Background: an optimization exercise with open tools, aiming at small area, a short achievable clock period and few clock cycles per item. Do not read the settings as production practice. Where RTL was checked, it was by simulation tests only, not by an equivalence proof against the original. For runs 5 and 6, only the layout was checked, not whether the RTL still works. Power and IR drop assume default switching activity.

**flow/flow/run.sh**
```bash
#!/bin/bash
set -euo pipefail
export SETUP_SLACK_MARGIN=6.6
bash standard.sh > standard_flow.log 2>&1
```
**flow/standard.sh**
```bash
#!/bin/bash
# synth_recipe.tcl (not shown) runs the flow's synth.tcl, then flattens the netlist and writes it again
# the make line also repeats each setting of config.mk as NAME=value (left out here)
make -C /OpenROAD-flow-scripts/flow DESIGN_CONFIG=/design/flow/config.mk WORK_HOME=/design/flow/orfs CLKGATE_MAP_FILE= SYNTH_SCRIPT=/design/flow/synth_recipe.tcl "${@:-finish}"
```
**flow/config.mk**
```make
export PLATFORM = sky130hd
export DESIGN_NAME = cobsr_encoder
export DESIGN_NICKNAME = cobsr_encoder
export VERILOG_FILES = /design/flow/design.v
export SDC_FILE = /design/flow/constraint.sdc
export NUM_CORES = 4
export LEC_CHECK = 0
export CAP_MARGIN = 20
export CORE_MARGIN = 2
export CORE_UTILIZATION = 65
export CTS_CLUSTER_DIAMETER = 100
export CTS_CLUSTER_SIZE = 30
export PLACE_DENSITY = 0.75
export SLEW_MARGIN = 20
```
**flow/constraint.sdc**
```tcl
create_clock -name core_clock -period 9.0 [get_ports {clk}]
set_input_delay 1.8000 -clock core_clock [delete_from_list [all_inputs] [get_ports {clk}]]
set_output_delay 1.8000 -clock core_clock [all_outputs]
set_load 0.01 [all_outputs]
```
**flow/design.v**
```verilog
module cobsr_encoder (
    input  wire       clk,
    input  wire       rst,         
    input  wire       in_valid,
    output wire       in_ready,
    input  wire [7:0] in_data,
    input  wire       in_last,
    output wire       out_valid,
    input  wire       out_ready,
    output wire [7:0] out_data,
    output wire       out_last
);
    localparam integer N  = 257;   
    localparam integer Q  = 8;     
    localparam integer QB = 3;     
    function [8:0] inc;            
        input [8:0] x;
        inc = (x == N - 1) ? 9'd0 : x + 9'd1;
    endfunction
    reg  [7:0] ring [0:N-1];
    wire [7:0] tap = ring[N-1];    
    reg        tap_mk;             
    reg        wr_en;
    reg        wr_mk;              
    integer i;
    always @(posedge clk) begin
        ring[0] <= !wr_en ? tap : (wr_mk ? 8'h00 : ad);
        for (i = 1; i < N; i = i + 1)
            ring[i] <= ring[i-1];
        tap_mk <= (ring[N-2] == 8'h00);
    end
    reg  [8:0] acc;                
    reg  [8:0] wp;                 
    reg  [8:0] rp;                 
    reg        w_at, r_at;         
    reg        empty, full;        
    wire [8:0] acc1 = inc(acc);
    wire [255:0] mk;
    assign mk[0] = 1'b0;
    genvar g;
    generate
        for (g = 1; g < 256; g = g + 1) begin : g_mk
            assign mk[g] = (ring[N-2-g] == 8'h00);
        end
    endgenerate
    function [7:0] first1;
        input [255:0] m;
        reg   [255:0]  vv;
        reg   [2047:0] ix;             
        integer l, k;
        begin
            vv = m;
            ix = 2048'd0;
            for (l = 0; l < 8; l = l + 1) begin
                for (k = 0; k < 128; k = k + 1) begin
                    if (k < (128 >> l)) begin
                        ix[8*k +: 8] = vv[2*k] ? ix[16*k +: 8]
                                               : (ix[16*k+8 +: 8] | (8'd1 << l));
                        vv[k] = vv[2*k] | vv[2*k+1];
                    end
                end
            end
            first1 = ix[7:0];
        end
    endfunction
    reg  [7:0] code_r;             
    reg        closed_r;           
    reg        av, bv;
    reg  [7:0] ad, bd;
    reg        al, bl;
    reg        az, bz;             
    assign in_ready = !bv;
    wire take_in = in_valid && !bv;
    reg  consume;
    reg        msg_open;           
    reg        dpend;              
    reg  [7:0] rlen;               
    reg        full_run;           
    reg  [8:0] cur_c;              
    reg  [8:0] fin_f;              
    reg  [8:0] q_f [0:Q-1];
    reg  [7:0] q_v [0:Q-1];        
    reg  [QB-1:0] q_hd, q_tl;
    reg        q_empty;
    reg  [QB:0]   nfl;             
    reg        fl_full;            
    reg        q_push, q_pop;
    reg  [8:0] push_f;
    reg  [7:0] push_v;
    reg        pu_r;               
    reg  [8:0] pu_f;
    reg  [7:0] pu_v;
    reg        ov, sv;
    reg  [7:0] od, sd;
    reg        ol, sl;
    assign out_valid = ov;
    assign out_data  = od;
    assign out_last  = ol;
    wire take_out = ov && out_ready;
    reg        ofinal;             
    wire [8:0] hd_f = q_f[q_hd];
    wire [7:0] hd_v = q_v[q_hd];
    wire fin_now = !q_empty && (hd_f == acc);
    wire rd      = r_at && !empty && !sv && (!tap_mk || ofinal || closed_r);
    reg  [7:0] rd_byte;
    reg        rd_last;
    always @* begin
        if (!tap_mk) begin
            rd_byte = tap;
            rd_last = 1'b0;
        end else if (ofinal) begin
            rd_byte = 8'h00;
            rd_last = 1'b1;
        end else begin
            rd_byte = (fin_now && hd_v != 8'h00) ? hd_v : code_r;
            rd_last = 1'b0;
        end
    end
    wire can_wr = w_at && (!full || !sv);
    wire reduce = al && !az && (ad > rlen + 8'd1);
    always @* begin
        wr_en   = 1'b0;
        wr_mk   = 1'b1;
        consume = 1'b0;
        q_push  = 1'b0;
        push_f  = fin_f;
        push_v  = 8'h00;
        if (can_wr) begin
            if (dpend) begin
                wr_en  = 1'b1;
                q_push = 1'b1;
            end else if (av && !msg_open) begin
                wr_en  = !fl_full;
            end else if (av && full_run) begin
                wr_en  = 1'b1;
            end else if (av) begin
                wr_en   = 1'b1;
                consume = 1'b1;
                wr_mk   = az || reduce;
                if (reduce) begin
                    q_push = 1'b1;
                    push_f = cur_c;
                    push_v = ad;
                end
            end
        end
    end
    wire inc_c = wr_en && !rd;
    wire dec_c = rd && !wr_en;
    wire [8:0] wp1 = inc(wp);
    wire [8:0] rp1 = inc(rp);
    wire start = wr_en && !dpend && !msg_open;
    always @(posedge clk) begin
        closed_r <= !(msg_open && cur_c == acc1);
        code_r   <= first1(mk);
        if (rst) begin
            acc      <= 9'd0;
            wp       <= 9'd0;
            rp       <= 9'd0;
            w_at     <= 1'b1;
            r_at     <= 1'b1;
            empty    <= 1'b1;
            full     <= 1'b0;
            av       <= 1'b0;
            bv       <= 1'b0;
            msg_open <= 1'b0;
            dpend    <= 1'b0;
            q_hd     <= {QB{1'b0}};
            q_tl     <= {QB{1'b0}};
            q_empty  <= 1'b1;
            nfl      <= {(QB+1){1'b0}};
            fl_full  <= 1'b0;
            pu_r     <= 1'b0;
            ov       <= 1'b0;
            sv       <= 1'b0;
            ofinal   <= 1'b0;
        end else begin
            acc <= acc1;
            if (wr_en) wp <= wp1;
            if (rd)    rp <= rp1;
            if (empty && !wr_en) begin
                wp <= acc1;
                rp <= acc1;
            end
            w_at <= wr_en || empty || (wp == acc1);
            r_at <= rd || (empty && !wr_en) || (rp == acc1);
            if (inc_c) begin
                empty <= 1'b0;
                full  <= (wp1 == rp);
            end else if (dec_c) begin
                empty <= (rp1 == wp);
                full  <= 1'b0;
            end
            if (consume) begin
                if (bv) begin
                    ad <= bd; al <= bl; az <= bz; bv <= 1'b0;
                end else if (take_in) begin
                    ad <= in_data; al <= in_last; az <= (in_data == 8'h00);
                end else begin
                    av <= 1'b0;
                end
            end else if (take_in) begin
                if (av) begin
                    bd <= in_data; bl <= in_last; bz <= (in_data == 8'h00);
                    bv <= 1'b1;
                end else begin
                    ad <= in_data; al <= in_last; az <= (in_data == 8'h00);
                    av <= 1'b1;
                end
            end
            if (wr_en) begin
                if (dpend) begin
                    dpend    <= 1'b0;
                    msg_open <= 1'b0;
                end else if (!msg_open || !consume || az) begin
                    msg_open <= 1'b1;
                    cur_c    <= wp;
                    rlen     <= 8'd0;
                    full_run <= 1'b0;
                    if (consume && al) begin
                        dpend <= 1'b1;
                        fin_f <= wp;
                    end
                end else if (reduce) begin
                    msg_open <= 1'b0;
                end else begin
                    rlen     <= rlen + 8'd1;
                    full_run <= (rlen == 8'd253);
                    if (al) begin
                        dpend <= 1'b1;
                        fin_f <= cur_c;
                    end
                end
            end
            pu_r <= q_push;
            pu_f <= push_f;
            pu_v <= push_v;
            if (pu_r) begin
                q_f[q_tl] <= pu_f;
                q_v[q_tl] <= pu_v;
                q_tl      <= q_tl + 1'b1;
            end
            if (q_pop)
                q_hd <= q_hd + 1'b1;
            if (pu_r && !q_pop)
                q_empty <= 1'b0;
            else if (q_pop && !pu_r)
                q_empty <= (q_hd + 1'b1 == q_tl);
            if (start && !q_pop) begin
                nfl     <= nfl + 1'b1;
                fl_full <= (nfl == Q - 1);
            end else if (q_pop && !start) begin
                nfl     <= nfl - 1'b1;
                fl_full <= 1'b0;
            end
            if (rd && tap_mk)
                ofinal <= !ofinal && fin_now;
            if (sv) begin
                if (take_out) begin
                    od <= sd; ol <= sl; sv <= 1'b0;
                end
            end else if (rd) begin
                if (!ov || take_out) begin
                    od <= rd_byte; ol <= rd_last; ov <= 1'b1;
                end else begin
                    sd <= rd_byte; sl <= rd_last; sv <= 1'b1;
                end
            end else if (take_out) begin
                ov <= 1'b0;
            end
        end
    end
    always @* q_pop = rd && tap_mk && ofinal;
endmodule
```
==> impl_metrics.py, run 1 <==
metrics = {
    "floorplanning": {
        "ios": 24,
        "die_y_um": 311,
        "core_mm2": 0.0933,
        "die-area_mm2": 0.0966,
        "die_w_um": 311,
        "num_rows": 112,
        "initial_core_util_pct": 65.6,
    },
    "critical_path": {
        "crit_type": "register to primary output",
        "cp.arrival_ns": 1.38,
        "critPathMaxFanout": 1,
        "critPathCaptureType": "primary output",
        "path_cells": "buf_2",
        "critPathLaunchType": "register",
        "critical-path-top-delay-family": "flip-flops",
        "crit_buf_inv": 1,
        "cpPeakStageDelay_ns": 0.50,
        "slowest_stage": "edfxtp_1",
        "crit_required_ns": 7.20,
    },
    "grt": {
        "grt_pass1_vias": 32800,
        "grtUsageTotal_pct": 23.2,
        "grt_max_degree": 35,
        "antenna_found_initial": 3,
        "gr-total-overflow": 0,
        "grt_first_pass_wirelength_um": 178000,
    },
    "synthesis": {
        "synthesis.nets": 4269,
        "synth-main-ff-cell": "dfxtp_1",
        "async_flop_share_pct": 0,
        "synth_cell_type_count": 88,
        "synth_seq_area_share_pct": 80.1,
        "synth_compound_area_share_pct": 3.85,
        "syn_area_mm2": 0.0612,
        "synthXorXnorAreaFrac_pct": 1.26,
        "synth_top_family_by_area": "simple AND/OR/NAND/NOR gates",
        "syn_inst": 4232,
        "yosysWarnings": 2,
        "synth-simple-area-share_pct": 11.5,
        "synth_edf_count": 218,
        "synth.top_cell.area_share_pct": 69.4,
        "synthAdderAreaFrac_pct": 0.503,
        "synthMuxAreaShare_pct": 2.24,
        "synthTopCellsByArea": "dfxtp_1, edfxtp_1, nor4_1",
        "synth_top_cell_by_area": "dfxtp_1",
        "ys_ff_latch": 2338,
        "avgSynthCellArea_um2": 14.5,
    },
    "sta": {
        "fmax_ghz": 0.314,
        "skew_ns": 0.0276,
        "max_slew.worst_pin.slew_ns": 0.815,
        "finalSetupViolCount": 0,
        "fin_tns_setup_ns": 0,
        "rsz0062_at_grt": "yes",
        "post-route-min-period_ns": 3.18,
        "hold_viol": 0,
        "whs_ns": 0.336,
        "relSlewSlack_pct": 45.5,
        "post-route-period-util_pct": 35.4,
        "slew_violations": 0,
    },
    "clock_tree": {
        "clk_pin_slew_ns": 0.11,
        "clock_path_buffers": 3,
        "insertion_delay_ns": 0.70,
        "cts_tree": "done",
        "cts-root-buf": "clkbuf_16",
        "cts-hold-fix-buffers": 0,
        "cts.sinks": 2338,
        "htree_levels": 3,
        "cts_made_buffers": 87,
    },
    "finish": {
        "drive_gt1_share_pct": 14.1,
        "nets": 4482,
        "area_growth_syn_to_layout_pct": 11.6,
        "final_cell_area_mm2": 0.0683,
    },
    "power": {
        "power.density_mw_per_mm2": 233,
        "power_mw": 15.9,
        "peakVddDrop_v": 0.000218,
        "p_leak_nw": 25.4,
    },
    "min_path": {
        "hold_class": "register to register",
    },
    "detailed_routing": {
        "wirelength_um": 115000,
        "drcViolationCount": 0,
        "wl_per_cell_um": 20.0,
        "ant_nets": 0,
        "drt_first_iter_violations": 2631,
        "viasPerCell": 5.65,
        "vias": 32300,
        "drt_pass1_iterations": 6,
    },
    "job": {
        "drv_cap": 0,
    },
    "placed_design": {
        "port_buffers": 23,
        "hpwl_um": 72200,
        "globalplace.congestion": 0.831,
        "dpl-instance-area_mm2": 0.0631,
    },
    "run_status": {
        "status": "timing/DRC/antenna clean",
    },
}
layer usage:
| layer | wire [µm] | part of all wire, % | track usage, % |
|---|---|---|---|
| met1 | 52200 | 45 | 32.4 |
| met2 | 52500 | 46 | 37.2 |
| met4 | 3340 | 2.9 | 7.61 |
| met3 | 6680 | 5.8 | 3.91 |
| met5 | 0 | 0 | 0 |
placed cells by master (no fill, tap or decap), types with 17 or more instances in the layout:
cell	instances
a211oi_1	17
a31oi_1	22
ha_1	18
dfxtp_1	2052
nand3_1	18
dfxtp_2	58
nand2_1	314
nor4_1	408
edfxtp_1	218
nor2_1	120
buf_6	27
or4_1	73
clkbuf_1	20
mux4_2	29
a21oi_1	49
nand4_1	63
xor2_1	32
or4_4	27
buf_4	111
nor4_2	19
o21ai_0	46
and2_1	40
o211ai_1	29
xnor2_1	51
inv_1	31
mux2i_1	20
clkbuf_16	89
flip-flops by register name, summed over array words and instances (netlist names), 3 cells and up, named ones only:
name / cells
sd: 8
pu_v: 8
pu_f: 9
ad: 8
ring: 2056
q_hd: 3
q_tl: 3
q_v: 64
acc: 9
rp: 9
nfl: 4
code_r: 8
od: 8
bd: 8
fin_f: 9
cur_c: 9
q_f: 72
wp: 9
rlen: 8
report_power, final:
part | switching (mW) | internal [mW]
sequential | 0.0870 | 10.6
combinational | 0.333 | 0.264
clock | 2.86 | 1.83
cells in the mapped netlist (all sizes together), types with 24 or more instances:
cell type	count
dfxtp	2120
nor4	442
nand2	321
edfxtp	218
nor2	147
or4	100
nand4	64
a21oi	60
o21ai	59
xnor2	54
and2	45
clkbuf	43
inv	37
mux4	34
xor2	34
o211ai	29
mux2	27
mux2i	24
kinds of logic (layout without fill, tap and decap cells):
group | count (synthesis) | count (layout)
DFF | 2338 | 2338
and+or+nand+nor | 1267 | 1269
adders and majority gates | 24 | 24
AOI/OAI and AO/OA | 335 | 336
muxes | 85 | 85
buffers and inverters | 95 | 329
other | 0 | 1
xor gates and xnor gates | 88 | 88
per-stage QoR:
step / util, % / setup slack, ns / cells
6_report: 73.2 / 5.82 / 5724
5_1_grt: 73.2 / 5.79 / 5724
4_1_cts: 72.6 / 5.78 / 5687
3_5_place_dp: 67.6 / 5.17 / 5470
3_3_place_gp: 67.6 / 5.25 / 5470
2_1_floorplan: - / 5.94 / 4232
final cells by class:
cell class / instances / area (µm²)
tap: 1254 / 1570
clock inverter: 5 / 60.1
timing repair buffer: 176 / 1810
multi-input combinational: 1802 / 13300
antenna: 1 / 2.50
clock buffer: 108 / 2280
inverter: 39 / 181
fill: 5762 / 25000
sequential: 2338 / 49100
timing repair inverter: 1 / 16.3
path summary, 6_finish.rpt:
check / start / to / slack (ns) / depth (start not counted)
worst min register to register: ring[254][3]$_DFF_P_ / ring[255][3]$_DFF_P_ / 0.34 / 0
worst min-delay path: ring[254][3]$_DFF_P_ / ring[255][3]$_DFF_P_ / 0.34 / 0
worst max register to register: rlen[0]$_SDFFCE_PN0P_ / pu_f[2]$_DFFE_PN_ / 5.97 / 11
worst max-delay path: od[6]$_DFFE_PP_ / out_data[6] / 5.82 / 1
what timing repair did:
action / in CTS / in global routing
buffers inserted: 90 / 36
endpoints found under the hold margin: 0 / 0
pin swaps: 109 / 66
gates cloned: 14 / 0
resized for setup: 354 / 101
setup endpoints to repair: 309 / 118
Testbench counts, summed over its fixed seeds: cycles 43,362, bytes 40,795.
==> run 2: changes to the inputs <==
--- a/flow/config.mk
+++ b/flow/config.mk
@@ -9,6 +9,4 @@
 export CORE_MARGIN = 2
 export CORE_UTILIZATION = 65
-export CTS_CLUSTER_DIAMETER = 100
-export CTS_CLUSTER_SIZE = 30
 export PLACE_DENSITY = 0.75
 export SLEW_MARGIN = 20
==> run 2 against run 1 <==
Compared with the run above:
- global-route usage is 1.8 points higher
- setup slack worse by 0.071 ns
- sequential share of layout area is 4.2 points lower
- clock-buffer cell count is 184 higher
- synthesized area stayed put
- combinational power is 3% lower
- critical path depth stayed put
- largest cell class unchanged
- first-iteration DRC count is 3.9% lower
- sequential cell count stayed put
- die area stayed put
- final cell count is 4.0% higher
==> impl_metrics.py, run 2 <==
metrics = {
    "run_status": {
        "status": "timing/DRC/antenna clean",
    },
    "synthesis": {
        "avgSynthCellArea_um2": 14.5,
        "ys_ff_latch": 2338,
        "synth_commonest_cells": "dfxtp_1, nor4_1, nand2_1",
        "async_flop_share_pct": 0,
        "synth_edf_count": 218,
        "synth_top_cell_by_area": "dfxtp_1",
        "synth_seq_area_share_pct": 80.1,
        "syn_inst": 4232,
        "synth_cell_type_count": 88,
        "synthesis.nets": 4269,
        "synth.top_cell.area_share_pct": 69.4,
        "synth_most_common_cell": "dfxtp_1",
        "synthTopCellsByArea": "dfxtp_1, edfxtp_1, nor4_1",
        "syn_area_mm2": 0.0612,
        "yosysWarnings": 2,
        "synth-main-ff-cell": "dfxtp_1",
    },
    "sta": {
        "post-route-min-period_ns": 3.25,
        "slew_violations": 0,
        "rsz0062_at_grt": "yes",
        "skew_ns": 0.0286,
        "whs_ns": 0.323,
        "fmax_ghz": 0.307,
        "hold_viol": 0,
        "fin_tns_setup_ns": 0,
        "finalSetupViolCount": 0,
        "post-route-period-util_pct": 36.2,
        "relSlewSlack_pct": 45.1,
        "max_slew.worst_pin.slew_ns": 0.821,
    },
    "grt": {
        "grt_max_degree": 58,
        "antenna_found_initial": 4,
        "gr-total-overflow": 0,
        "grtUsageTotal_pct": 25.0,
        "grt_pass1_vias": 35100,
        "grt_first_pass_wirelength_um": 191000,
    },
    "finish": {
        "fin_util_pct": 77.6,
        "drive_gt1_share_pct": 17.5,
        "final_cell_mix": "dfxtp_1, nor4_1, nand2_1, edfxtp_1, clkbuf_16",
        "nets": 4575,
        "final_common_cell": "dfxtp_1",
        "area_growth_syn_to_layout_pct": 18.4,
        "largest-register": "ring",
        "largest_reg_flops": 2056,
        "largestRegisters": "ring (2056), q_f (72), q_v (64)",
        "final_cell_area_mm2": 0.0724,
    },
    "floorplanning": {
        "ios": 24,
        "num_rows": 112,
        "core_mm2": 0.0933,
        "die-area_mm2": 0.0966,
        "die_y_um": 311,
        "initial_core_util_pct": 65.6,
        "die_w_um": 311,
    },
    "critical_path": {
        "slowest_stage": "edfxtp_1",
        "critical-path-top-delay-family": "flip-flops",
        "critPathCaptureType": "primary output",
        "crit_buf_inv": 1,
        "crit_type": "register to primary output",
        "path_cells": "buf_2",
        "critPathLaunchType": "register",
        "critPathMaxFanout": 1,
        "cp.arrival_ns": 1.45,
        "crit_required_ns": 7.20,
        "cpPeakStageDelay_ns": 0.47,
    },
    "power": {
        "p_comb_share_pct": 2.9,
        "peakVddDrop_v": 0.000196,
        "power_mw": 19.8,
        "internal_power_mw": 15.7,
        "switching_share_pct": 20.7,
        "power.density_mw_per_mm2": 273,
        "p_leak_nw": 27.4,
        "p_switching_mw": 4.10,
        "power_frac_clock_pct": 43.1,
        "pwr-share-seq_pct": 53.9,
    },
    "detailed_routing": {
        "wl_per_cell_um": 21.1,
        "wirelength_um": 126000,
        "drcViolationCount": 0,
        "vias": 33700,
        "drt_pass1_iterations": 6,
        "viasPerCell": 5.67,
        "drt_first_iter_violations": 2528,
        "ant_nets": 0,
    },
    "min_path": {
        "hold_class": "register to register",
    },
    "clock_tree": {
        "clock_path_buffers": 3,
        "insertion_delay_ns": 0.80,
        "clk_pin_slew_ns": 0.07,
        "cts-root-buf": "clkbuf_16",
        "cts-hold-fix-buffers": 0,
        "htree_levels": 4,
        "cts_tree": "done",
        "cts.sinks": 2338,
        "cts_made_buffers": 198,
    },
    "job": {
        "drv_cap": 0,
    },
    "placed_design": {
        "port_buffers": 23,
        "globalplace.congestion": 0.831,
        "dpl-instance-area_mm2": 0.0631,
        "hpwl_um": 72200,
    },
}
[run 2: path summary, 6_finish.rpt]
| check | from | to | slack [ns] | cells after the start |
|---|---|---|---|---|
| worst min register to register | ring[0][3]$_DFF_P_ | ring[1][3]$_DFF_P_ | 0.32 | 0 |
| worst min-delay path | ring[0][3]$_DFF_P_ | ring[1][3]$_DFF_P_ | 0.32 | 0 |
| worst max-delay path | od[4]$_DFFE_PP_ | out_data[4] | 5.75 | 1 |
| worst max register to register | rlen[0]$_SDFFCE_PN0P_ | rlen[0]$_SDFFCE_PN0P_ | 5.97 | 11 |
[run 2: per-layer routing]
layer	track usage (%)	vias to the layer above	wire length (µm)
li1	-	16000	-
met1	33.0	16600	54600
met2	40.9	1002	61000
met3	5.89	225	7190
met4	8.48	2	3090
met5	0	-	13
[run 2: kinds of logic (layout without fill, tap and decap cells)]
| group | after synthesis | in the layout | share of synthesized area [%] |
|---|---|---|---|
| mux | 85 | 85 | 2.24 |
| flops | 2338 | 2338 | 80.1 |
| compound gates | 335 | 336 | 3.85 |
| buf+inv | 95 | 557 | 0.636 |
| simple gates | 1267 | 1269 | 11.5 |
| fa+ha+maj | 24 | 24 | 0.503 |
| xor+xnor | 88 | 88 | 1.26 |
| other cells | 0 | 1 | 0 |
[run 2: layout make-up]
type | count | area (µm²)
Tap cell | 1254 | 1570
Timing Repair inverter | 1 | 11.3
Fill cell | 5000 | 20900
Clock buffer | 292 | 5930
Multi-Input combinational cell | 1802 | 13400
Antenna cell | 1 | 2.50
Inverter | 39 | 181
Timing Repair Buffer | 158 | 1590
Sequential cell | 2338 | 49100
Clock inverter | 67 | 702
[run 2: power groups by stage]
stage          Clock [mW]  Combinational, mW  Sequential, mW
6_report             8.53              0.582            10.7
5_1_grt              9.01              0.624            10.7
4_1_cts              8.59              0.516            10.7
3_5_place_dp            0              0.411            10.9
3_3_place_gp            0              0.404            10.9
2_1_floorplan           0              0.322            10.8
[run 2: what timing repair did]
item | CTS | global route
resized for setup | 327 | 111
gates cloned | 7 | 3
pin swaps | 109 | 71
setup buffers | 78 | 34
endpoints found under the setup margin | 309 | 146
[run 2: through the flow]
stage / worst slack, ns / std cells
after floorplan: 5.94 / 4232
after global placement: 5.25 / 5470
after detailed placement: 5.17 / 5470
after CTS: 5.71 / 5914
after global routing: 5.68 / 5952
final: 5.75 / 5952
==> run 3: changes to the inputs <==
==> flow/flow/run.sh (replaced) <==
#!/bin/bash
set -euo pipefail
export SETUP_SLACK_MARGIN=6.2
bash standard.sh > standard_flow.log 2>&1
==> run 3 against run 2 <==
Compared with the run above:
- clock power rose by 4.2%
- global-route usage decreased by 0.16 points
- fmax rose by 3.1%
- sequential cell count unchanged
- critical path type unchanged
- critical endpoint is now out_data[7]
- largest cell class unchanged
==> impl_metrics.py, run 3 <==
metrics = {
    "detailed_routing": {
        "wirelength_um": 122000,
        "drcViolationCount": 0,
        "vias": 33300,
        "viasPerCell": 5.65,
        "wl_per_cell_um": 20.7,
        "ant_nets": 0,
        "drt_pass1_iterations": 6,
        "drt_first_iter_violations": 2328,
    },
    "finish": {
        "drive_gt1_share_pct": 13.4,
        "nets": 4509,
        "largestRegisters": "ring (2056), q_f (72), q_v (64)",
        "area_growth_syn_to_layout_pct": 16.4,
        "final_cell_mix": "dfxtp_1, nor4_1, nand2_1, edfxtp_1, clkbuf_16",
        "final_common_cell": "dfxtp_1",
        "largest-register": "ring",
        "largest_reg_flops": 2056,
    },
    "synthesis": {
        "synth_seq_area_share_pct": 80.1,
        "synth_cell_type_count": 88,
        "synth_most_common_cell": "dfxtp_1",
        "async_flop_share_pct": 0,
        "synth_edf_count": 218,
        "syn_inst": 4232,
        "synth_commonest_cells": "dfxtp_1, nor4_1, nand2_1",
        "ys_ff_latch": 2338,
        "synth_top_cell_by_area": "dfxtp_1",
        "synth.top_cell.area_share_pct": 69.4,
        "syn_area_mm2": 0.0612,
        "synthesis.nets": 4269,
        "synth-main-ff-cell": "dfxtp_1",
        "avgSynthCellArea_um2": 14.5,
        "yosysWarnings": 2,
        "synthTopCellsByArea": "dfxtp_1, edfxtp_1, nor4_1",
    },
    "power": {
        "power.density_mw_per_mm2": 281,
        "power_mw": 20.0,
        "peakVddDrop_v": 0.000211,
        "p_leak_nw": 27.0,
    },
    "floorplanning": {
        "ios": 24,
        "die_w_um": 311,
        "core_mm2": 0.0933,
        "die_y_um": 311,
        "num_rows": 112,
        "initial_core_util_pct": 65.6,
        "die-area_mm2": 0.0966,
    },
    "grt": {
        "grt_first_pass_wirelength_um": 190000,
        "gr-total-overflow": 0,
        "grtUsageTotal_pct": 24.8,
        "grt_max_degree": 58,
        "grt_pass1_vias": 35000,
        "antenna_found_initial": 0,
    },
    "clock_tree": {
        "clock_path_buffers": 3,
        "cts-hold-fix-buffers": 0,
        "htree_levels": 4,
        "cts-root-buf": "clkbuf_16",
        "cts_made_buffers": 200,
        "cts_tree": "done",
        "clk_pin_slew_ns": 0.06,
        "cts.sinks": 2338,
        "insertion_delay_ns": 0.79,
    },
    "sta": {
        "finalSetupViolCount": 0,
        "post-route-min-period_ns": 3.16,
        "hold_viol": 0,
        "fmax_ghz": 0.317,
        "skew_ns": 0.0479,
        "post-route-period-util_pct": 35.1,
        "rsz0062_at_grt": "yes",
        "slew_violations": 0,
        "fin_tns_setup_ns": 0,
        "max_slew.worst_pin.slew_ns": 0.895,
        "relSlewSlack_pct": 40.3,
    },
    "critical_path": {
        "r2r_end": "od[1]$_DFFE_PP_",
        "crit_type": "register to primary output",
        "cpPeakStageDelay_ns": 0.41,
        "critPathMaxFanout": 1,
        "cp.arrival_ns": 1.36,
        "r2r_cells": 11,
        "slowest_stage": "edfxtp_1",
        "critical-path-top-delay-family": "flip-flops",
        "crit_buf_inv": 1,
        "r2r_setup_slack_ns": 6.08,
        "critPathCaptureType": "primary output",
        "path_cells": "buf_6",
        "critPathLaunchType": "register",
        "crit_required_ns": 7.20,
    },
    "min_path": {
        "hold-path-cell-count": 0,
        "hold_path_startpoint": "ring[234][2]$_DFF_P_",
        "hold_end": "ring[235][2]$_DFF_P_",
        "hold_class": "register to register",
    },
    "run_status": {
        "status": "timing/DRC/antenna clean",
    },
    "job": {
        "drv_cap": 0,
    },
    "placed_design": {
        "port_buffers": 23,
        "globalplace.congestion": 0.847,
        "hpwl_um": 73500,
    },
}
run 3: cell counts after synthesis:
Identical to the previous run, type by type.
run 3: through the flow:
stage	util, %	cell area, µm²	setup slack [ns]	hold slack, ns	instances
after floorplan	-	61400	5.93	0.310	4232
after global placement	67.5	63000	5.26	0.313	5466
after detailed placement	67.5	63000	5.20	0.314	5466
after CTS	75.7	70700	5.79	0.317	5881
after global routing	76.3	71200	5.80	0.321	5902
final	76.3	71200	5.85	0.313	5903
run 3: repair_timing:
action,in CTS,in global routing
endpoints found under the setup margin,182,134
hold endpoints to repair,0,0
buffers inserted,33,21
resized for setup,147,87
pin swaps,30,34
gates cloned,4,0
run 3: cells by family after synthesis:
family          count (synthesis)  share of synthesized area [%]
mux                            85                           2.24
xor+xnor                       88                           1.26
compound gates                335                           3.85
flops                        2338                           80.1
fa+ha+maj                      24                          0.503
simple gates                 1267                           11.5
buf+inv                        95                          0.636
run 3: power by group:
group	switching, mW	total, mW	internal, mW
Sequential	0.0859	10.7	10.6
Combinational	0.290	0.487	0.197
Clock	3.71	8.89	5.19
Total	4.08	20.0	16.0
run 3: per-layer routing:
metal / global-route usage (%) / wire length [µm] / vias up
met4: 8.20 / 2870 / 0
met5: 0 / 0 / -
met1: 33.0 / 54600 / 16500
met2: 41.9 / 59800 / 776
li1: - / - / 15900
met3: 4.01 / 5040 / 210
run 3: how the worst max path moves through the flow:
| stage | from | endpoint | slack (ns) | cells after the start |
|---|---|---|---|---|
| after floorplan | rst | q_f[4][0]$_DFFE_PP_ | 5.93 | 3 |
| after global placement | rst | q_f[1][2]$_DFFE_PP_ | 5.26 | 5 |
| after detailed placement | rst | q_f[1][0]$_DFFE_PP_ | 5.20 | 5 |
| after CTS | od[5]$_DFFE_PP_ | out_data[5] | 5.79 | 1 |
| after global routing | od[7]$_DFFE_PP_ | out_data[7] | 5.80 | 1 |
| final | od[7]$_DFFE_PP_ | out_data[7] | 5.85 | 1 |
run 3: final cells by class:
class | instances | area (µm²)
antenna | 1 | 2.50
clock buffer | 303 | 6050
clock inverter | 75 | 967
fill | 5329 | 22100
inverter | 39 | 163
multi-input combinational | 1801 | 12500
sequential | 2338 | 49000
tap | 1254 | 1570
timing repair buffer | 92 | 913
==> run 4: changes to the inputs <==
==> flow/run.sh (new file) <==
#!/bin/bash
# synth_recipe.tcl (not shown) runs the flow's synth.tcl, then flattens the netlist and writes it again
# the make line also repeats each setting of config.mk as NAME=value (left out here)
make -C /OpenROAD-flow-scripts/flow DESIGN_CONFIG=/design/flow/config.mk WORK_HOME=/design/flow/orfs CLKGATE_MAP_FILE= SYNTH_SCRIPT=/design/flow/synth_recipe.tcl finish
--- a/flow/config.mk
+++ b/flow/config.mk
@@ -10,3 +10,4 @@
 export CORE_UTILIZATION = 65
 export PLACE_DENSITY = 0.75
+export SETUP_SLACK_MARGIN = 5
 export SLEW_MARGIN = 20
removed: flow/flow/run.sh
removed: flow/standard.sh
==> run 4 against run 3 <==
Compared with the run above:
- clock power fell by 2.6%
- wire length is 6.0% lower
- clock-buffer cell count is 7 lower
- highest routed layer unchanged
==> impl_metrics.py, run 4 <==
metrics = {
    "run_status": {
        "status": "timing/DRC/antenna clean",
    },
    "synthesis": {
        "async_flop_share_pct": 0,
        "synth.top_cell.area_share_pct": 69.4,
        "synth_commonest_cells": "dfxtp_1, nor4_1, nand2_1",
        "synthMuxAreaShare_pct": 2.24,
        "syn_inst": 4232,
        "synth_most_common_cell": "dfxtp_1",
        "yosysWarnings": 2,
        "synth-main-ff-cell": "dfxtp_1",
        "avgSynthCellArea_um2": 14.5,
        "synthXorXnorAreaFrac_pct": 1.26,
        "syn_area_mm2": 0.0612,
        "synth_top_family_by_area": "simple AND/OR/NAND/NOR gates",
        "synthesis.nets": 4269,
        "synth-simple-area-share_pct": 11.5,
        "synthTopCellsByArea": "dfxtp_1, edfxtp_1, nor4_1",
        "synth_compound_area_share_pct": 3.85,
        "synth_cell_type_count": 88,
        "ys_ff_latch": 2338,
        "synth_edf_count": 218,
        "synthAdderAreaFrac_pct": 0.503,
        "synth_seq_area_share_pct": 80.1,
        "synth_top_cell_by_area": "dfxtp_1",
    },
    "finish": {
        "final_cell_mix": "dfxtp_1, nor4_1, nand2_1, edfxtp_1, clkbuf_16",
        "fin_util_pct": 74.8,
        "largestRegisters": "ring (2056), q_f (72), q_v (64)",
        "area_growth_syn_to_layout_pct": 14.1,
        "drive_gt1_share_pct": 9.39,
        "final_common_cell": "dfxtp_1",
        "layout.cells.non_filler": 5835,
        "largest_reg_flops": 2056,
        "n_fill_cell": 5550,
        "largest-register": "ring",
        "nets": 4458,
    },
    "critical_path": {
        "cp.arrival_ns": 4.26,
        "critical-path-top-delay-family": "buffers and inverters",
        "crit_type": "input pin to register",
        "path_common_cell": "buf_4",
        "path_cells": "buf_2 -> buf_4 -> clkinv_1 -> nand3b_1 -> nor2_1 -> buf_4",
        "critPathMaxFanout": 57,
        "cpPeakStageDelay_ns": 0.90,
        "crit_required_ns": 9.52,
        "slowest_stage": "clkinv_1",
        "critPathLaunchType": "input pin",
        "critPathCaptureType": "register",
        "crit_buf_inv": 4,
    },
    "detailed_routing": {
        "vias": 32600,
        "wl_per_cell_um": 19.7,
        "drcViolationCount": 0,
        "drt_first_iter_violations": 2179,
        "wl_met1_um": 51900,
        "ant_nets": 0,
        "highest_layer": "met4",
        "viasPerCell": 5.58,
        "wirelength_um": 115000,
        "wl_met3_um": 5290,
        "drt_pass1_iterations": 5,
        "wl_met2_um": 54800,
    },
    "clock_tree": {
        "cts_tree": "done",
        "cts-root-buf": "clkbuf_16",
        "insertion_delay_ns": 0.79,
        "htree_levels": 4,
        "clk_pin_slew_ns": 0.07,
        "cts_made_buffers": 199,
        "cts.sinks": 2338,
        "clock_path_buffers": 3,
    },
    "floorplanning": {
        "ios": 24,
        "die_y_um": 311,
        "initial_core_util_pct": 65.6,
        "die_w_um": 311,
        "core_mm2": 0.0933,
        "num_rows": 112,
        "die-area_mm2": 0.0966,
    },
    "job": {
        "drv_cap": 0,
    },
    "min_path": {
        "hold_class": "register to register",
    },
    "sta": {
        "fin_tns_setup_ns": 0,
        "post-route-period-util_pct": 41.5,
        "skew_ns": 0.0308,
        "rsz0062_at_grt": "no",
        "fmax_ghz": 0.268,
        "finalSetupViolCount": 0,
        "hold_viol": 0,
        "slew_violations": 0,
        "max_slew.worst_pin.slew_ns": 1.03,
        "relSlewSlack_pct": 29.4,
        "whs_ns": 0.330,
        "post-route-min-period_ns": 3.74,
    },
    "grt": {
        "grt_pass1_vias": 33900,
        "grtUsageTotal_pct": 23.7,
        "gr-total-overflow": 0,
        "grt_first_pass_wirelength_um": 182000,
        "antenna_found_initial": 0,
        "grt_max_degree": 58,
    },
    "placed_design": {
        "hpwl_um": 73200,
        "port_buffers": 23,
        "dpl.cell_count": 5472,
        "globalplace.congestion": 0.848,
    },
    "power": {
        "power.density_mw_per_mm2": 283,
        "p_leak_nw": 26.4,
        "power_mw": 19.7,
        "peakVddDrop_v": 0.000198,
    },
}
[run 4: cell types whose count changed in the layout (fill, tap and decap cells not counted), moves of 9 or more]
cell	previous run	this run
buf_4	55	21
nor2_1	129	147
buf_6	13	0
clkinv_2	39	27
clkdlybuf4s50_1	11	22
nor4_1	422	432
nor2_2	9	0
nor2_4	9	0
[run 4: per-layer routing]
layer	vias up	GRT usage [%]
li1	15800	-
met1	15900	31.8
met2	724	39.3
met3	213	4.31
met4	0	7.94
met5	-	0
[run 4: repair_timing]
item                                   4_1_cts  5_1_grt
endpoints found under the hold margin        0        0
setup endpoints to repair                    9        9
resized for setup                            1        0
buffers inserted                             0        2
hold buffers                                 0        0
[run 4: kinds of logic (layout without fill, tap and decap cells)]
logic type / after synthesis / count (layout)
compound gates: 335 / 335
xor+xnor: 88 / 88
fa+ha+maj: 24 / 24
buf+inv: 95 / 443
flops: 2338 / 2338
mux: 85 / 85
other cells: 0 / 1
simple gates: 1267 / 1267
[run 4: final cells by class]
class,instances,area (µm²),area share [%]
inverter,39,146,0.210
antenna,1,2.50,0.00359
multi-input combinational,1799,11900,17.1
sequential,2338,49000,70.2
tap,1254,1570,2.25
clock inverter,64,905,1.30
timing repair buffer,44,383,0.549
clock buffer,296,5890,8.44
[run 4: path summary, 6_finish.rpt]
kind,start,endpoint,slack [ns],cells after the start
worst max-delay path,rst,q_f[1][4]$_DFFE_PP_,5.26,6
worst max register to register,ring[45][0]$_DFF_P_,code_r[0]$_DFF_P_,5.41,8
worst min register to register,ring[252][5]$_DFF_P_,ring[253][5]$_DFF_P_,0.33,0
worst min-delay path,ring[252][5]$_DFF_P_,ring[253][5]$_DFF_P_,0.33,0
[run 4: per-stage QoR]
| stage | area (µm²) | worst slack [ns] |
|---|---|---|
| after floorplan | 61200 | 5.09 |
| after global placement | 62900 | 4.49 |
| after detailed placement | 62900 | 4.46 |
| after CTS | 69800 | 5.03 |
| after global routing | 69800 | 5.01 |
| final | 69800 | 5.26 |
[run 4: power by group]
group          switching [mW]  internal, mW
combinational           0.250         0.165
sequential             0.0898          10.6
clock                    3.65          5.01
==> run 5: changes to the inputs <==
--- a/flow/design.v
+++ b/flow/design.v
@@ -34,4 +34,5 @@
     reg  [8:0] rp;                 
     reg        w_at, r_at;         
+    reg  [8:0] cnt;                
     reg        empty, full;        
     wire [8:0] acc1 = inc(acc);
@@ -82,13 +83,9 @@
     reg  [7:0] q_v [0:Q-1];        
     reg  [QB-1:0] q_hd, q_tl;
-    reg        q_empty;
-    reg  [QB:0]   nfl;             
-    reg        fl_full;            
+    reg  [QB:0]   q_n;
+    reg        q_full;
     reg        q_push, q_pop;
     reg  [8:0] push_f;
     reg  [7:0] push_v;
-    reg        pu_r;               
-    reg  [8:0] pu_f;
-    reg  [7:0] pu_v;
     reg        ov, sv;
     reg  [7:0] od, sd;
@@ -101,5 +98,5 @@
     wire [8:0] hd_f = q_f[q_hd];
     wire [7:0] hd_v = q_v[q_hd];
-    wire fin_now = !q_empty && (hd_f == acc);
+    wire fin_now = (q_n != 0) && (hd_f == acc);
     wire rd      = r_at && !empty && !sv && (!tap_mk || ofinal || closed_r);
     reg  [7:0] rd_byte;
@@ -131,5 +128,5 @@
                 q_push = 1'b1;
             end else if (av && !msg_open) begin
-                wr_en  = !fl_full;
+                wr_en  = !q_full;
             end else if (av && full_run) begin
                 wr_en  = 1'b1;
@@ -148,7 +145,4 @@
     wire inc_c = wr_en && !rd;
     wire dec_c = rd && !wr_en;
-    wire [8:0] wp1 = inc(wp);
-    wire [8:0] rp1 = inc(rp);
-    wire start = wr_en && !dpend && !msg_open;
     always @(posedge clk) begin
         closed_r <= !(msg_open && cur_c == acc1);
@@ -160,4 +154,5 @@
             w_at     <= 1'b1;
             r_at     <= 1'b1;
+            cnt      <= 9'd0;
             empty    <= 1'b1;
             full     <= 1'b0;
@@ -168,8 +163,6 @@
             q_hd     <= {QB{1'b0}};
             q_tl     <= {QB{1'b0}};
-            q_empty  <= 1'b1;
-            nfl      <= {(QB+1){1'b0}};
-            fl_full  <= 1'b0;
-            pu_r     <= 1'b0;
+            q_n      <= {(QB+1){1'b0}};
+            q_full   <= 1'b0;
             ov       <= 1'b0;
             sv       <= 1'b0;
@@ -177,6 +170,6 @@
         end else begin
             acc <= acc1;
-            if (wr_en) wp <= wp1;
-            if (rd)    rp <= rp1;
+            if (wr_en) wp <= inc(wp);
+            if (rd)    rp <= inc(rp);
             if (empty && !wr_en) begin
                 wp <= acc1;
@@ -186,8 +179,10 @@
             r_at <= rd || (empty && !wr_en) || (rp == acc1);
             if (inc_c) begin
+                cnt   <= cnt + 9'd1;
                 empty <= 1'b0;
-                full  <= (wp1 == rp);
+                full  <= (cnt == N - 1);
             end else if (dec_c) begin
-                empty <= (rp1 == wp);
+                cnt   <= cnt - 9'd1;
+                empty <= (cnt == 9'd1);
                 full  <= 1'b0;
             end
@@ -233,24 +228,17 @@
                 end
             end
-            pu_r <= q_push;
-            pu_f <= push_f;
-            pu_v <= push_v;
-            if (pu_r) begin
-                q_f[q_tl] <= pu_f;
-                q_v[q_tl] <= pu_v;
+            if (q_push) begin
+                q_f[q_tl] <= push_f;
+                q_v[q_tl] <= push_v;
                 q_tl      <= q_tl + 1'b1;
             end
             if (q_pop)
                 q_hd <= q_hd + 1'b1;
-            if (pu_r && !q_pop)
-                q_empty <= 1'b0;
-            else if (q_pop && !pu_r)
-                q_empty <= (q_hd + 1'b1 == q_tl);
-            if (start && !q_pop) begin
-                nfl     <= nfl + 1'b1;
-                fl_full <= (nfl == Q - 1);
-            end else if (q_pop && !start) begin
-                nfl     <= nfl - 1'b1;
-                fl_full <= 1'b0;
+            if (q_push && !q_pop) begin
+                q_n    <= q_n + 1'b1;
+                q_full <= (q_n == Q - 1);
+            end else if (q_pop && !q_push) begin
+                q_n    <= q_n - 1'b1;
+                q_full <= 1'b0;
             end
             if (rd && tap_mk)
--- a/flow/config.mk
+++ b/flow/config.mk
@@ -8,6 +8,5 @@
 export CAP_MARGIN = 20
 export CORE_MARGIN = 2
-export CORE_UTILIZATION = 65
-export PLACE_DENSITY = 0.75
+export CORE_UTILIZATION = 40
 export SETUP_SLACK_MARGIN = 5
 export SLEW_MARGIN = 20
==> run 5 against run 4 <==
Compared with the run above:
- still clean on timing, DRC and antenna
- power up 2.2%
- non-clock buffer count up 4
- critical path depth up 5
- setup slack worse by 0.19 ns
- global-route usage down 10 points
- clock power up 2.4%
- utilization down 28 points
- die area up 60%
- sequential share of layout area down 1.3 points
- register-to-register slack worse by 0.34 ns
- final cell count up 13%
- largest power group unchanged
==> impl_metrics.py, run 5 <==
metrics = {
    "sta": {
        "slew_violations": 0,
        "rsz0062_at_grt": "yes",
        "hold_viol": 0,
        "finalSetupViolCount": 0,
        "skew_ns": 0.0517,
        "finalWorstSetupSlack_ns": 5.07,
        "post-route-period-util_pct": 43.6,
        "post-route-min-period_ns": 3.93,
        "relSlewSlack_pct": 30.2,
        "fmax_ghz": 0.255,
        "max_slew.worst_pin.slew_ns": 1.03,
        "fin_tns_setup_ns": 0,
    },
    "grt": {
        "grt_pass1_vias": 32100,
        "antenna_found_initial": 4,
        "grtUsageTotal_pct": 13.5,
        "grt_max_degree": 57,
        "gr-total-overflow": 0,
        "grt_first_pass_wirelength_um": 170000,
    },
    "detailed_routing": {
        "wl_met3_um": 4330,
        "vias": 31200,
        "wirelength_um": 105000,
        "drt_pass1_iterations": 5,
        "ant_nets": 0,
        "viasPerCell": 4.72,
        "highest_layer": "met5",
        "wl_met2_um": 46700,
        "wl_per_cell_um": 15.9,
        "drcViolationCount": 0,
        "drt_first_iter_violations": 1603,
        "wl_met1_um": 51600,
    },
    "finish": {
        "nets": 4454,
        "drive_gt1_share_pct": 10.3,
        "area_growth_syn_to_layout_pct": 16.4,
        "final_common_cell": "dfxtp_1",
        "n_fill_cell": 13000,
        "antenna_cells": 0,
        "largest-register": "ring",
        "largestRegisters": "ring (2056), q_f (72), q_v (64)",
        "final_cell_mix": "dfxtp_1, nor4_1, nand2_1, clkbuf_16, edfxtp_1",
        "largest_reg_flops": 2056,
    },
    "clock_tree": {
        "clk_pin_slew_ns": 0.06,
        "cts.sinks": 2328,
        "insertion_delay_ns": 0.81,
        "cts-root-buf": "clkbuf_16",
        "htree_levels": 4,
        "cts_tree": "done",
        "clock_path_buffers": 3,
        "cts_made_buffers": 206,
    },
    "critical_path": {
        "critPathLaunchType": "register",
        "crit_required_ns": 9.43,
        "r2r_end": "fin_f[4]$_DFFE_PP_",
        "cp.arrival_ns": 4.36,
        "r2r_setup_slack_ns": 5.07,
        "crit_type": "register to register",
        "critPathCaptureType": "register",
        "r2r_cells": 11,
        "r2r_start": "rlen[0]$_SDFFCE_PN0P_",
        "critPathMaxFanout": 14,
    },
    "synthesis": {
        "synth_seq_area_share_pct": 80.1,
        "avgSynthCellArea_um2": 14.4,
        "ys_ff_latch": 2328,
        "synth-main-ff-cell": "dfxtp_1",
        "synth_cell_type_count": 90,
        "synthesis.nets": 4241,
        "synth_most_common_cell": "dfxtp_1",
        "synth.top_cell.area_share_pct": 70.2,
        "syn_area_mm2": 0.0607,
        "yosysWarnings": 2,
        "synth_commonest_cells": "dfxtp_1, nor4_1, nand2_1",
        "async_flop_share_pct": 0,
        "synth_top_cell_by_area": "dfxtp_1",
        "synthTopCellsByArea": "dfxtp_1, edfxtp_1, nor4_1",
        "syn_inst": 4200,
        "synth_edf_count": 201,
    },
    "floorplanning": {
        "die_w_um": 393,
        "die-area_mm2": 0.155,
        "initial_core_util_pct": 40.4,
        "die_y_um": 393,
        "core_mm2": 0.150,
        "num_rows": 142,
        "ios": 24,
    },
    "min_path": {
        "hold_path_startpoint": "ring[164][0]$_DFF_P_",
        "hold-path-cell-count": 0,
        "hold_class": "register to register",
        "hold_end": "ring[165][0]$_DFF_P_",
    },
    "placed_design": {
        "place_ws_ns": 4.46,
        "port_buffers": 23,
        "globalplace.congestion": 0.795,
        "hpwl_um": 69600,
    },
    "job": {
        "drv_cap": 0,
    },
    "power": {
        "p_leak_nw": 26.5,
        "peakVddDrop_v": 0.000185,
        "power.density_mw_per_mm2": 286,
    },
    "run_status": {
        "status": "timing/DRC/antenna clean",
    },
}
-- run 5: repair_timing --
action | CTS | global route
resized for setup | 0 | 2
buffers inserted | 1 | 3
pin swaps | 1 | 1
endpoints found under the setup margin | 3 | 20
hold buffers | 0 | 0
-- run 5: worst max-delay path by stage --
stage	start	endpoint	slack (ns)	depth (start not counted)
3_5_place_dp	rlen[0]$_SDFFCE_PN0P_	q_n[3]$_SDFFE_PP0P_	4.46	19
5_1_grt	rlen[0]$_SDFFCE_PN0P_	q_n[3]$_SDFFE_PP0P_	4.81	19
2_1_floorplan	rst	q_f[5][0]$_DFFE_PP_	4.54	4
3_3_place_gp	rlen[0]$_SDFFCE_PN0P_	q_n[3]$_SDFFE_PP0P_	4.45	19
6_report	rlen[0]$_SDFFCE_PN0P_	fin_f[4]$_DFFE_PP_	5.07	11
4_1_cts	rlen[0]$_SDFFCE_PN0P_	q_n[3]$_SDFFE_PP0P_	5.04	19
-- run 5: metrics by stage --
step                utilization, %  power [mW]  area (µm²)  cells  hold WS [ns]
floorplan                        -        11.4       60700   4200         0.310
global placement              42.3        11.5       63400   6217         0.313
detailed placement            42.3        11.5       63400   6217         0.312
CTS                           47.0        20.4       70600   6602         0.300
global route                  47.0        20.9       70600   6605         0.305
finish                        47.0        20.2       70600   6605         0.305
-- run 5: layout make-up --
class                   count  area, µm²  share of cell area [%]
inverters                  50        188                   0.266
repair buffers             48        413                   0.585
well taps                2016       2520                    3.57
clock inverters            85       1130                    1.60
flip-flops and latches   2328      48600                    68.9
multi-input cells        1779      11700                    16.6
clock buffers             299       6000                    8.50
-- run 5: per-layer routing --
| layer | vias to the layer above | track usage (%) |
|---|---|---|
| li1 | 15700 | - |
| met1 | 14800 | 18.5 |
| met2 | 455 | 20.9 |
| met3 | 191 | 2.88 |
| met4 | 2 | 4.78 |
| met5 | - | 0 |
-- run 5: worst max-delay path, stage by stage, from the launching register on --
cell,delay (ns)
edfxtp_1,0.47
ha_1,0.34
ha_1,0.29
nor2b_1,0.13
o21a_1,0.16
o21a_1,0.16
o21a_1,0.16
o21bai_1,0.13
a21oi_1,0.08
buf_4,0.19
a21oi_1,0.83
and3_1,0.60
-- run 5: kinds of logic after synthesis --
family,after synthesis,share of synthesized area [%]
flops,2328,80.1
simple gates,1253,11.4
compound gates,344,3.93
fa+ha+maj,28,0.590
xor+xnor,60,0.866
buf+inv,93,0.656
mux,94,2.41
-- run 5: where the power goes --
group	leakage, nW	switching [mW]	total (mW)	internal, mW
registers	19.1	0.193	10.9	10.7
clock network	3.48	3.73	8.87	5.14
logic	3.91	0.218	0.372	0.154
==> run 6: changes to the inputs <==
--- a/flow/config.mk
+++ b/flow/config.mk
@@ -8,5 +8,6 @@
 export CAP_MARGIN = 20
 export CORE_MARGIN = 2
-export CORE_UTILIZATION = 40
+export CORE_UTILIZATION = 65
+export PLACE_DENSITY = 0.75
 export SETUP_SLACK_MARGIN = 5
 export SLEW_MARGIN = 20
==> run 6 against run 5 <==
Compared with the run above:
- critical endpoint is now cnt[7]$_SDFFE_PP0P_
- combinational power increased by 3%
- critical path depth decreased by 1
- die area decreased by 38%
- utilization increased by 28 points
- power decreased by 1.8%
- highest routed layer is now met4
- first-iteration DRC count increased by 26%
- register-to-register slack improved by 0.07 ns
- largest power group unchanged
- sequential share of layout area increased by 1.2 points
- setup slack improved by 0.070 ns
==> impl_metrics.py, run 6 <==
metrics = {
    "run_status": {
        "status": "timing/DRC/antenna clean",
    },
    "critical_path": {
        "critPathMaxFanout": 16,
        "crit_required_ns": 9.63,
        "crit_type": "register to register",
        "cp.arrival_ns": 4.49,
        "critPathLaunchType": "register",
        "r2r_cells": 10,
        "critPathCaptureType": "register",
    },
    "detailed_routing": {
        "drt_pass1_iterations": 5,
        "viasPerCell": 5.58,
        "drt_first_iter_violations": 2014,
        "wirelength_um": 113000,
        "wl_per_cell_um": 19.4,
        "ant_nets": 0,
        "vias": 32600,
        "drcViolationCount": 0,
    },
    "grt": {
        "use_met1_pct": 32.0,
        "grt_max_degree": 57,
        "busiest_layer": "met2",
        "antenna_found_initial": 1,
        "grt_use_met2_pct": 39.9,
        "use_met3_pct": 3.74,
        "gr-total-overflow": 0,
        "grt_first_pass_wirelength_um": 180000,
        "grtUsageTotal_pct": 23.8,
        "grt_pass1_vias": 34200,
    },
    "clock_tree": {
        "cts-hold-fix-buffers": 0,
        "cts-root-buf": "clkbuf_16",
        "cts_tree": "done",
        "clock_path_buffers": 3,
        "cts.sinks": 2328,
        "clk_pin_slew_ns": 0.06,
        "htree_levels": 4,
        "insertion_delay_ns": 0.78,
        "cts_made_buffers": 201,
    },
    "synthesis": {
        "avgSynthCellArea_um2": 14.4,
        "synth_seq_area_share_pct": 80.1,
        "synth.top_cell.area_share_pct": 70.2,
        "synth_commonest_cells": "dfxtp_1, nor4_1, nand2_1",
        "syn_area_mm2": 0.0607,
        "synthMuxAreaShare_pct": 2.41,
        "async_flop_share_pct": 0,
        "synth_compound_area_share_pct": 3.93,
        "synthAdderAreaFrac_pct": 0.590,
        "ys_ff_latch": 2328,
        "synthesis.nets": 4241,
        "synth-main-ff-cell": "dfxtp_1",
        "synth_top_cell_by_area": "dfxtp_1",
        "syn_inst": 4200,
        "synth_edf_count": 201,
        "synth_cell_type_count": 90,
        "synthXorXnorAreaFrac_pct": 0.866,
        "synth-simple-area-share_pct": 11.4,
        "synth_most_common_cell": "dfxtp_1",
        "synthTopCellsByArea": "dfxtp_1, edfxtp_1, nor4_1",
        "yosysWarnings": 2,
        "synth_top_family_by_area": "simple AND/OR/NAND/NOR gates",
    },
    "finish": {
        "area_growth_syn_to_layout_pct": 14.4,
        "antenna_cells": 0,
        "nets": 4459,
        "final_cell_mix": "dfxtp_1, nor4_1, nand2_1, clkbuf_16, edfxtp_1",
        "largest-register": "ring",
        "drive_gt1_share_pct": 10.4,
        "n_fill_cell": 5515,
        "final_common_cell": "dfxtp_1",
        "largestRegisters": "ring (2056), q_f (72), q_v (64)",
        "largest_reg_flops": 2056,
    },
    "placed_design": {
        "port_buffers": 23,
        "globalplace.congestion": 0.823,
        "hpwl_um": 70500,
    },
    "sta": {
        "relSlewSlack_pct": 29.0,
        "whs_ns": 0.325,
        "max_slew.worst_pin.slew_ns": 1.04,
        "post-route-min-period_ns": 3.86,
        "slew_violations": 0,
        "skew_ns": 0.0302,
        "rsz0062_at_grt": "no",
        "hold_viol": 0,
        "fmax_ghz": 0.259,
        "finalSetupViolCount": 0,
        "fin_tns_setup_ns": 0,
        "post-route-period-util_pct": 42.8,
    },
    "floorplanning": {
        "die_w_um": 309,
        "ios": 24,
        "num_rows": 112,
        "initial_core_util_pct": 65.3,
        "core_mm2": 0.0929,
        "die-area_mm2": 0.0958,
        "die_y_um": 309,
    },
    "power": {
        "p_leak_nw": 26.4,
        "peakVddDrop_v": 0.000209,
        "power.density_mw_per_mm2": 285,
    },
    "job": {
        "drv_cap": 0,
    },
    "min_path": {
        "hold-path-cell-count": 0,
        "hold_class": "register to register",
    },
}
run 6: worst paths after layout:
check / from / end / slack (ns)
max: sv$_SDFF_PP0_ / cnt[7]$_SDFFE_PP0P_ / 5.14
min: ring[0][4]$_DFF_P_ / ring[1][4]$_DFF_P_ / 0.33
max reg2reg: sv$_SDFF_PP0_ / cnt[7]$_SDFFE_PP0P_ / 5.14
min reg2reg: ring[0][4]$_DFF_P_ / ring[1][4]$_DFF_P_ / 0.33
run 6: logic make-up (layout without fill, tap and decap cells):
kind of cell,Yosys count,count (layout)
compound gates,344,344
simple gates,1253,1253
mux,94,94
flops,2328,2328
xor+xnor,60,60
fa+ha+maj,28,28
buf+inv,93,481
run 6: layout make-up:
cell class              instances  area (µm²)  share of cell area, %
multi-input cells            1779       11800                   17.0
flip-flops and latches       2328       48600                   70.1
inverters                      50         190                  0.274
repair buffers                 58         488                  0.703
well taps                    1254        1570                   2.26
clock inverters                67         606                  0.873
clock buffers                 306        6100                   8.80
run 6: metal layers:
| layer | vias up | share of wire, % |
|---|---|---|
| met5 | - | 0 |
| met4 | 0 | 2.4 |
| met3 | 217 | 4.4 |
| met2 | 746 | 48 |
| met1 | 16000 | 45 |
| li1 | 15700 | - |
run 6: stage by stage:
stage | power [mW] | utilization [%] | instances | cell area, µm² | setup slack [ns]
after floorplan | 11.4 | - | 4200 | 60700 | 4.54
final | 19.8 | 74.7 | 5842 | 69400 | 5.14
after global routing | 20.4 | 74.7 | 5842 | 69400 | 4.98
after CTS | 19.9 | 74.5 | 5832 | 69200 | 5.01
after detailed placement | 11.5 | 67.3 | 5456 | 62500 | 4.36
after global placement | 11.5 | 67.3 | 5456 | 62500 | 4.44
run 6: timing repair:
| action | 4_1_cts | 5_1_grt |
|---|---|---|
| gates resized for setup | 4 | 9 |
| gates cloned | 0 | 0 |
| setup buffers | 3 | 10 |
| pin swaps | 2 | 10 |
| setup endpoints to repair | 3 | 34 |
run 6: power by group:
part           switching [mW]  internal, mW  total, mW  leakage (nW)
logic                   0.224         0.158      0.382          3.97
clock network            3.66          4.81       8.48          3.32
registers               0.208          10.7       10.9          19.1
run 6: critical path, cell delays in order, from the launching register on:
cell and delay, ns:
dfxtp_1 0.82, nand2_1 0.21, and2_1 0.26, nand2b_1 0.23, inv_1 0.38, ha_1 0.57, or3_1 0.42, or4_1 0.42
o21ai_0 0.21, xnor2_1 0.14, nor2_1 0.05

## static timing again, ports no longer ideal
How much do the figures lean on ideal ports? The routed layouts below were timed once more, with nothing changed but the port constraints.
Step 1 assumes that a clkbuf_16 drives the clock port and a buf_2 every other input.
Step 2 moves the port delays by t, midway between the first and last clock arrival at a register: inputs arrive t later, outputs are due t later. That takes back most of the time a late clock gives input paths.
Three values: ideal ports, drivers, drivers and shift; two values: the first two.
run	t, ns	setup slack, ns	worst setup path after step 2	latest minus earliest clock arrival (ns)	worst register clock-pin slew, ns
run 1	0.749	5.817 / 5.754 / 5.702	input to register	0.031 / 0.032	0.11 / 0.11
run 2	0.853	5.746 / 5.680 / 5.702	input to register	0.031 / 0.031	0.07 / 0.07
run 3	0.843	5.845 / 5.773 / 5.374	input to register	0.055 / 0.055	0.07 / 0.07
run 4	0.836	5.263 / 5.266 / 4.463	input to register	0.035 / 0.036	0.07 / 0.07
run 5	0.860	5.074 / 5.074 / 4.685	input to register	0.058 / 0.058	0.07 / 0.07
run 6	0.835	5.144 / 5.144 / 4.566	input to register	0.037 / 0.036	0.07 / 0.07
After both steps setup and hold are still met in every run listed. The setup slack of run 4, which loses most, moves by +0.003 ns with the drivers and by -0.800 ns with both steps.
